This is an optimization exercise on Yosys and OpenROAD, whose aim is a short achievable clock period and few clock cycles, not a production implementation.
Only simulation tests tie the RTL to the original design; equivalence was not proved.
No activity file was given, so power comes from the tool's default toggle rates.

--- run.sh ---
#!/bin/bash
# synth_recipe.tcl (not shown) runs the flow's synth.tcl, then flattens the netlist and writes it again
# the make line also repeats each setting of config.mk as NAME=value (left out here)
make -C /OpenROAD-flow-scripts/flow DESIGN_CONFIG=/design/flow/config.mk WORK_HOME=/design/flow/orfs CLKGATE_MAP_FILE= SYNTH_SCRIPT=/design/flow/synth_recipe.tcl finish
--- config.mk ---
export PLATFORM = sky130hd
export DESIGN_NAME = ssq_symdec
export DESIGN_NICKNAME = ssq_symdec
export VERILOG_FILES = /design/flow/design.v
export SDC_FILE = /design/flow/constraint.sdc
export NUM_CORES = 4
export LEC_CHECK = 0
export CAP_MARGIN = 20
export CORE_MARGIN = 2
export CORE_UTILIZATION = 40
export SLEW_MARGIN = 20
--- constraint.sdc ---
create_clock -name core_clock -period 5.0 [get_ports {clk}]
set_input_delay 1.0000 -clock core_clock [delete_from_list [all_inputs] [get_ports {clk}]]
set_output_delay 1.0000 -clock core_clock [all_outputs]
set_load 0.01 [all_outputs]
--- design.v ---
module ssq_symdec (
    input  wire        clk,
    input  wire        rst,
    input  wire        in_valid,
    output wire        in_ready,
    input  wire [7:0]  in_data,
    input  wire        in_last,
    output reg         out_valid,
    input  wire        out_ready,
    output reg  [7:0]  out_data,
    output reg         out_last,
    output reg  [1:0]  out_err,
    output reg  [15:0] out_err_pos,
    output reg  [7:0]  out_err_val,
    output reg  [2:0]  out_pad
);
    localparam ERR_NONE = 2'd0;
    localparam ERR_SDEC = 2'd1;
    localparam ERR_CDEC = 2'd2;
    localparam DEPTH = 12;           
    localparam IW    = 2 + 10 + 1 + 2 + 16 + 8;   
    reg        in_ready_r;
    reg        c_v;
    reg [7:0]  c_data;
    reg        c_last;
    assign in_ready = in_ready_r;
    always @(posedge clk) begin
        c_v    <= in_valid && in_ready_r && !rst;
        c_data <= in_data;
        c_last <= in_last;
    end
    reg        chr_ok;
    reg [4:0]  chr_bits;
    reg [2:0]  chr_len;
    always @(*) begin
        chr_ok   = 1'b1;
        chr_bits = 5'b00000;
        chr_len  = 3'd0;
        case (c_data)
            8'h2A: begin chr_bits = 5'b10000; chr_len = 3'd1; end  
            8'h25: begin chr_bits = 5'b11000; chr_len = 3'd2; end  
            8'h24: begin chr_bits = 5'b11100; chr_len = 3'd3; end  
            8'h23: begin chr_bits = 5'b11110; chr_len = 3'd4; end  
            8'h21: begin chr_bits = 5'b11111; chr_len = 3'd5; end  
            8'h26: begin chr_bits = 5'b10100; chr_len = 3'd3; end  
            default: chr_ok = 1'b0;
        endcase
    end
    reg        d_v;
    reg        d_ok;
    reg [4:0]  d_bits;
    reg [2:0]  d_len;
    reg        d_last;
    reg [7:0]  d_char;
    reg [15:0] d_idx;
    reg [15:0] chr_idx;     
    always @(posedge clk) begin
        d_bits <= chr_bits;
        d_len  <= chr_len;
        d_ok   <= chr_ok;
        d_last <= c_last;
        d_char <= c_data;
        d_idx  <= chr_idx;
        if (rst) begin
            d_v     <= 1'b0;
            chr_idx <= 16'd0;
        end else begin
            d_v <= c_v;
            if (c_v)
                chr_idx <= c_last ? 16'd0 : chr_idx + 16'd1;
        end
    end
    reg [2:0]  ph;          
    reg [3:0]  pend;        
    reg        stop;        
    reg [15:0] epos_blk;    
    reg [15:0] npos_blk;    
    reg [1:0]  err;
    reg [15:0] err_pos;
    reg [7:0]  err_val;
    wire [8:0] win = {pend, 5'b00000} | ({d_bits, 4'b0000} >> ph);
    wire [3:0] t   = {1'b0, ph} + {1'b0, d_len};
    wire       full = (t >= 4'd5);
    wire       bad  = full && !win[4];           
    wire       bad2 = full && win[4] && !win[3] && (t != 4'd5);  
    reg        o_v;
    reg        o_blk_v;     
    reg [4:0]  o_blk;
    reg        o_rem_v;     
    reg [2:0]  o_rem_n;
    reg [3:0]  o_rem;       
    reg        o_end;
    reg [1:0]  o_err;
    reg [15:0] o_err_pos;
    reg [7:0]  o_err_val;
    reg [2:0]  ph_n;
    reg [3:0]  pend_n;
    always @(*) begin
        if (full) begin
            ph_n   = t[2:0] - 3'd5;
            pend_n = win[3:0];
        end else begin
            ph_n   = t[2:0];
            pend_n = win[8:5];
        end
    end
    always @(posedge clk) begin
        if (rst) begin
            ph       <= 3'd0;
            pend     <= 4'd0;
            stop     <= 1'b0;
            epos_blk <= 16'd4;
            npos_blk <= 16'd5;
            err      <= ERR_NONE;
            err_pos  <= 16'd0;
            err_val  <= 8'd0;
            o_v      <= 1'b0;
        end else begin
            o_v     <= 1'b0;
            o_blk_v <= 1'b0;
            o_rem_v <= 1'b0;
            o_end   <= 1'b0;
            o_rem_n <= ph;
            o_rem   <= pend;
            o_blk   <= bad ? {1'b0, win[8:5]} : win[8:4];
            o_err     <= err;
            o_err_pos <= err_pos;
            o_err_val <= err_val;
            if (d_v) begin
                o_v   <= 1'b1;
                o_end <= d_last;
                if (stop) begin
                end else if (!d_ok) begin
                    o_rem_v   <= (ph != 3'd0);
                    stop      <= 1'b1;
                    err       <= ERR_SDEC;
                    err_pos   <= d_idx;
                    err_val   <= d_char;
                    o_err     <= ERR_SDEC;
                    o_err_pos <= d_idx;
                    o_err_val <= d_char;
                end else begin
                    if (full) begin
                        o_blk_v  <= 1'b1;
                        epos_blk <= epos_blk + 16'd5;
                        npos_blk <= npos_blk + 16'd5;
                    end
                    if (bad) begin
                        stop      <= 1'b1;
                        err       <= ERR_CDEC;
                        err_pos   <= epos_blk;
                        err_val   <= 8'h20;
                        o_err     <= ERR_CDEC;
                        o_err_pos <= epos_blk;
                        o_err_val <= 8'h20;
                    end else if (bad2) begin
                        stop      <= 1'b1;
                        err       <= ERR_CDEC;
                        err_pos   <= npos_blk;
                        err_val   <= 8'h20;
                        o_err     <= ERR_CDEC;
                        o_err_pos <= npos_blk;
                        o_err_val <= 8'h20;
                    end else begin
                        ph   <= ph_n;
                        pend <= pend_n;
                        o_rem_n <= ph_n;
                        o_rem   <= pend_n;
                        o_rem_v <= d_last && (ph_n != 3'd0);
                    end
                end
                if (d_last) begin
                    ph       <= 3'd0;
                    pend     <= 4'd0;
                    stop     <= 1'b0;
                    epos_blk <= 16'd4;
                    npos_blk <= 16'd5;
                    err      <= ERR_NONE;
                    err_pos  <= 16'd0;
                    err_val  <= 8'd0;
                end
            end
        end
    end
    reg [4:0] rem_chunk;
    always @(*) begin
        case (o_rem_n)
            3'd1:    rem_chunk = {4'b0000, o_rem[3]};
            3'd2:    rem_chunk = {3'b000, o_rem[3:2]};
            3'd3:    rem_chunk = {2'b00, o_rem[3:1]};
            default: rem_chunk = {1'b0, o_rem};
        endcase
    end
    reg          q_v;
    reg [IW-1:0] q_item;    
    always @(posedge clk) begin
        if (rst)
            q_v <= 1'b0;
        else
            q_v <= o_v && (o_blk_v || o_rem_v || o_end);
        q_item[IW-1:IW-2] <= {1'b0, o_blk_v} + {1'b0, o_rem_v};
        q_item[IW-3:IW-12] <= o_blk_v ? (o_rem_v ? {o_blk, rem_chunk} : {o_blk, 5'b00000})
                                      : (o_rem_v ? {rem_chunk, 5'b00000} : 10'd0);
        q_item[IW-13:0] <= {o_end, o_err, o_err_pos, o_err_val};
    end
    reg [IW-1:0] fq [0:DEPTH-1];
    reg [DEPTH-1:0] fv;     
    wire         pop;
    integer i;
    always @(posedge clk) begin
        for (i = 0; i < DEPTH; i = i + 1) begin
            if (pop) begin
                if (q_v && fv[i] && (i == DEPTH-1 || !fv[i+1]))
                    fq[i] <= q_item;
                else if (i < DEPTH-1)
                    fq[i] <= fq[(i < DEPTH-1) ? i+1 : i];
            end else begin
                if (q_v && !fv[i] && (i == 0 || fv[(i > 0) ? i-1 : 0]))
                    fq[i] <= q_item;
            end
        end
        if (rst) begin
            fv <= {DEPTH{1'b0}};
        end else begin
            case ({q_v, pop})
                2'b10: fv <= {fv[DEPTH-2:0], 1'b1};
                2'b01: fv <= {1'b0, fv[DEPTH-1:1]};
                default: fv <= fv;
            endcase
        end
    end
    always @(posedge clk) begin
        if (rst)
            in_ready_r <= 1'b1;
        else
            in_ready_r <= !fv[DEPTH-6];
    end
    wire [IW-1:0] h = fq[0];
    wire [1:0]  h_n    = h[IW-1:IW-2];
    wire [9:0]  h_bits = h[IW-3:IW-12];
    wire        h_end  = h[IW-13];
    wire [1:0]  h_err  = h[IW-14:IW-15];
    wire [15:0] h_pos  = h[IW-16:IW-31];
    wire [7:0]  h_val  = h[7:0];
    reg [16:0] acc;         
    reg [4:0]  cnt;         
    reg        end_pend;
    reg [1:0]  p_err;
    reg [15:0] p_pos;
    reg [7:0]  p_val;
    reg [2:0]  p_pad;
    reg        skid_v;
    wire       can_push = !skid_v;
    wire big        = cnt[4] || cnt[3];
    wire emit_data  = can_push && big;
    wire emit_flush = can_push && !big && end_pend && (cnt[2:0] != 3'd0);
    wire emit_end   = can_push && !big && end_pend && (cnt[2:0] == 3'd0);
    wire emit       = emit_data || emit_flush || emit_end;
    wire [4:0]  cnt_a = emit_data ? cnt - 5'd8 : (emit_flush ? 5'd0 : cnt);
    wire [16:0] acc_a = emit_data ? {acc[8:0], 8'd0} : (emit_flush ? 17'd0 : acc);
    wire        end_a = end_pend && !emit_end;
    assign pop = fv[0] && !end_a && (cnt_a <= 5'd7);
    wire [16:0] ins  = {h_bits, 7'd0} >> cnt_a[2:0];
    wire [4:0]  nbit = (h_n == 2'd2) ? 5'd10 : (h_n == 2'd1) ? 5'd5 : 5'd0;
    wire        b_last = emit_end;
    wire [7:0]  b_data = emit_end ? 8'd0 : acc[16:9];
    wire [1:0]  b_err  = emit_end ? p_err : 2'd0;
    wire [15:0] b_pos  = emit_end ? p_pos : 16'd0;
    wire [7:0]  b_val  = emit_end ? p_val : 8'd0;
    wire [2:0]  b_pad  = emit_end ? p_pad : 3'd0;
    always @(posedge clk) begin
        if (rst) begin
            acc      <= 17'd0;
            cnt      <= 5'd0;
            end_pend <= 1'b0;
            p_pad    <= 3'd0;
        end else begin
            acc      <= acc_a | (pop ? ins : 17'd0);
            cnt      <= cnt_a + (pop ? nbit : 5'd0);
            end_pend <= end_a || (pop && h_end);
            if (emit_flush)
                p_pad <= 3'd0 - cnt[2:0];
            else if (emit_end)
                p_pad <= 3'd0;
        end
        if (pop && h_end) begin
            p_err <= h_err;
            p_pos <= h_pos;
            p_val <= h_val;
        end
    end
    reg        s_last;
    reg [7:0]  s_data;
    reg [1:0]  s_err;
    reg [15:0] s_pos;
    reg [7:0]  s_val;
    reg [2:0]  s_pad;
    wire out_free = !out_valid || out_ready;
    always @(posedge clk) begin
        if (rst) begin
            out_valid <= 1'b0;
            skid_v    <= 1'b0;
        end else begin
            if (out_free) begin
                out_valid <= skid_v || emit;
                skid_v    <= 1'b0;
            end else if (emit) begin
                skid_v    <= 1'b1;
            end
        end
        if (out_free) begin
            if (skid_v) begin
                out_last    <= s_last;
                out_data    <= s_data;
                out_err     <= s_err;
                out_err_pos <= s_pos;
                out_err_val <= s_val;
                out_pad     <= s_pad;
            end else begin
                out_last    <= b_last;
                out_data    <= b_data;
                out_err     <= b_err;
                out_err_pos <= b_pos;
                out_err_val <= b_val;
                out_pad     <= b_pad;
            end
        end
        if (!skid_v) begin
            s_last <= b_last;
            s_data <= b_data;
            s_err  <= b_err;
            s_pos  <= b_pos;
            s_val  <= b_val;
            s_pad  <= b_pad;
        end
    end
endmodule
==> results by group <==
Layout
  • Layout Utilization: 45.2%
  • # nets final: 2,238
  • Non-Filler Instances: 3,333
  • Share of post-route cells with drive strength above 1: 25.3%
  • Area growth from synthesis to layout: 12.2%

Clock network
  • Clock buffer depth: 3
  • Inserted Clock Buffers: 83
  • Root Buffer: clkbuf_16
  • TritonCTS Sinks: 806
  • Clock transition at the registers of the reported paths: 60 ps
  • Cts repair resizes: 0
  • # hold bufs at CTS: 0
  • # H-tree levels: 3
  • Post-CTS setup buffer count: 0
  • Worst skew pair latency: 620 ps
  • Clock tree from TritonCTS: yes

GRT
  • Largest net degree at the start of global routing: 41
  • Initial antenna violation count: 0
  • GRT overflow: 0
  • Vias in the first global route: 16,789
  • All-Layer GR Usage: 13.3%
  • First-pass GRT wire length: a little over 90 mm

Timing
  • Final period util: 87.0%
  • Fin. max-slew vios: 0
  • Final min period: ~4400 ps
  • Max-slew headroom: 24.9%
  • Setup-failing EPs final: 0
  • Setup ws final: 650 ps
  • Worst hold slack: 339 ps
  • Setup tns final: 0 ps
  • Worst clock skew: 19.8 ps
  • Max Fclk: around 230 MHz
  • Final Hold Fails: 0
  • Pin slew with the least headroom to its limit: around 1100 ps
  • RSZ-0062 raised after global routing: no

Placed design
  • Dpl ws: about 690 ps
  • Routability cong.: 0.829
  • DP HPWL: 36.3 mm
  • Placed Instances: 3,180
  • # port buffers: 52

Synthesis
  • Synth top area cells: edfxtp_1, dfxtp_1, mux2_2
  • Mapped Avg Cell Area: around 15 um2
  • Post-synth top area share: 52.1%
  • Synthesized Nets: around 2,200
  • Post-synth ARST share: 0%
  • Warnings, synthesis: 3
  • Post-synthesis register bit count: roughly 800
  • Yosys cell types: 72
  • Post-Syn Area: 32,400 um2
  • Post-synth top area cell: edfxtp_1
  • Syn Inst Count: 2,202
  • EDFF count, synth: roughly 560
  • Top FF cell, synth: edfxtp_1
  • Sequential share of the synthesized area: 67.2%

Critical path
  • Critical Setup Path Class: flop to flop
  • Slowest CP cell: a211o_1
  • WP data arrival: approximately 4800 ps
  • Endpoint class of the critical path: flop
  • Critical Path Max Stage Delay: 730 ps
  • R2R depth: 9
  • CP Data Required Time: 5420 ps
  • Crit path max-delay family: compound AO/OA/AOI/OAI gates
  • Reg2Reg Setup Slack: 650 ps
  • CP Launch Type: flop
  • Critical path buffer and inverter count: 1
  • Worst reg2reg startpoint: ph[1]$_SDFFE_PP0P_
  • CP Cell Sequence: clkinv_1 -> fa_1 -> ha_1 -> nand2b_1 -> a221oi_4 -> a211o_1 -> o21ai_0 -> a221o_1 -> a31oi_1
  • Top fanout value on the critical path: 19
  • WP depth: 9
  • Reg-to-reg endpoint: o_err_pos[0]$_DFFE_PN_

Routing
  • Residual DRC: 0
  • Vias: 16,815
  • Total routed wirelength: 54.3 mm
  • First-pass DRT Iterations: 7
  • Routed len/inst: between 15 and 20 um
  • Post-route ant nets: 0
  • Initial DRC Count: 978
  • Vias per inst: 5.05

Pwr
  • Net switching power: 3400 uW
  • Clock power share: 38.9%
  • Switch share: between 20 and 25%
  • Sequential power share: slightly above 50%
  • VDD IR max: ~0.00024 V
  • Internal: about 12,000 uW
  • P_leak: 0.0129 uW
  • Combinational power share: between 9 and 10%
  • Pwr dens: roughly 420 nW/um2

Floorplanning
  • Die W: 288 um
  • Total core area: 80,300 um2
  • Rows: 104
  • # IOs: 53
  • Initial core utilization: 40.3%
  • DIE AREA: 83,200 um2
  • Die Span Y: approximately 290 um

Worst hold path
  • Min-Delay Startpoint: o_err_pos[11]$_DFFE_PN_
  • WHS Endpoint: q_item[19]$_DFF_P_
  • Hold Path Depth: 0
  • Worst hold-check path type: flop to flop

Outcome
  • Status: finished clean

Run
  • Max Cap Viol: 0
[Yosys cell counts (13+ instances only)]
cell type and instances:
mux2_1 28, a221o_1 21, nand3b_1 13, nand2b_1 13
edfxtp_1 561, mux2i_1 29, o211ai_1 14, o21ai_0 64
a22o_1 29, buf_6 15, mux2_2 395, a21oi_1 84
nand3_1 23, nor3_1 16, ha_1 18, nor2_1 120
clkbuf_1 87, xor2_1 15, buf_2 35, xnor2_1 25
and3_1 26, inv_1 28, dfxtp_1 245, nand2_1 120
[registers in the layout, summed over array words and instances (netlist names), 8 cells and up]
signal	cells
npos_blk	16
out_err_pos	16
acc	17
o_err_val	8
out_data	8
p_val	8
s_pos	16
s_val	8
err_val	8
q_item	38
err_pos	16
out_err_val	8
fq	456
s_data	8
fv	12
epos_blk	16
p_pos	16
o_err_pos	16
chr_idx	16
c_data	8
d_char	8
d_idx	16
[logic make-up (layout without fill, tap and decap cells)]
family	Yosys count	count (layout)	share of synthesized area (%)
AO/OA/AOI/OAI	291	291	6.18
multiplexers	458	458	15.9
adder cells (fa/ha/maj)	20	20	0.820
XOR/XNOR	41	41	1.13
other	0	1	0
AND/OR/NAND/NOR	406	406	6.08
buffers and inverters	180	250	2.68
flip-flops	806	806	67.2
[cells in the final DEF (no fill, tap or decap), types with 8 or more instances in the layout]
master | Yosys | final
nor3b_1 | 11 | 11
nor3_1 | 16 | 16
a21o_1 | 8 | 8
clkinv_1 | 1 | 15
nand2b_1 | 13 | 12
buf_4 | 9 | 16
edfxtp_1 | 561 | 561
clkbuf_1 | 87 | 19
a21oi_1 | 84 | 82
xnor2_1 | 25 | 25
or3_1 | 10 | 10
o211ai_1 | 14 | 14
nand2_2 | 0 | 17
xor2_1 | 15 | 15
a22o_1 | 29 | 29
clkdlybuf4s50_1 | 0 | 51
inv_1 | 28 | 27
a22oi_1 | 12 | 12
nand3b_1 | 13 | 13
ha_1 | 18 | 18
mux2i_1 | 29 | 29
and2_1 | 12 | 12
a31oi_1 | 12 | 12
mux2_1 | 28 | 28
nor2_1 | 120 | 119
clkinv_2 | 0 | 15
mux2_2 | 395 | 395
nand4_1 | 8 | 8
dfxtp_1 | 245 | 245
a221o_1 | 21 | 21
clkbuf_16 | 0 | 89
o21ai_0 | 64 | 63
nor4_1 | 8 | 8
nand3_1 | 23 | 23
nand2_1 | 120 | 103
and3_1 | 26 | 26
[power by group through the flow]
| stage | Combinational, uW | Clock (uW) | Sequential [uW] |
|---|---|---|---|
| after floorplan | 1090 | 0 | 7970 |
| after detailed placement | 1400 | 0 | 8010 |
| final | 1390 | 5900 | 7860 |
| after global routing | 1540 | 6340 | 7910 |
| after CTS | 1410 | 6090 | 7870 |
| after global placement | 1380 | 0 | 7990 |
[worst max-delay path by stage]
stage	start	slack, ps	end
final	ph[1]$_SDFFE_PP0P_	650	o_err_pos[0]$_DFFE_PN_
after detailed placement	ph[1]$_SDFFE_PP0P_	690	o_err_pos[0]$_DFFE_PN_
after floorplan	cnt[0]$_SDFF_PP0_	240	fq[11][0]$_DFFE_PP_
after global placement	ph[1]$_SDFFE_PP0P_	720	o_err_pos[0]$_DFFE_PN_
after global routing	ph[1]$_SDFFE_PP0P_	410	o_err_pos[0]$_DFFE_PN_
after CTS	ph[1]$_SDFFE_PP0P_	680	o_err_pos[0]$_DFFE_PN_
[stage by stage]
stage	power [uW]	area [um2]
after detailed placement	9410	33700
after global routing	15800	36300
final	15100	36300
after global placement	9370	33700
after floorplan	9060	32400
after CTS	15400	36300
[per-layer routing]
layer,GRT usage (%),vias up,routed length (um)
li1,-,8247,-
met1,17.7,8187,25400
met2,22.0,288,25700
met3,2.50,93,1940
met4,4.35,0,1290
met5,0,-,0
[final cells by class]
class                   count  area [um2]
well taps                1060        1330
multi-input cells        1216        9840
inverters                  30         113
fillers                  6954       44000
clock inverters            37         240
clock buffers             115        2390
repair buffers             68         636
diodes                      1        2.50
flip-flops and latches    806       21800
Testbench counts, summed over its fixed seeds: cycles 69,235.

re-timing with driven ports:
Ports are ideal in the flow. The routed layout listed here was re-timed in OpenROAD. Step 1, drivers: a clkbuf_16 drives clk and a buf_2 each remaining input, both assumed. Step 2 adds t to the input delays and takes it off the output delays; t is the mean of the earliest and latest rising clock arrival at the registers after step 1. Input paths then give back, and output paths get back, about the clock's delay inside the block. a / b / c = ideal ports / drivers / drivers and shift; a / b = the first two.
t, ns: 0.669
setup WS [ns]: 0.650 / 0.650 / 0.650
worst setup path at the end: register to register
clock arrival spread, ns: 0.024 / 0.024
After both steps setup and hold are still met in this run. The setup slack of this run moves by 0.000 ns with the drivers and by 0.000 ns with both steps.
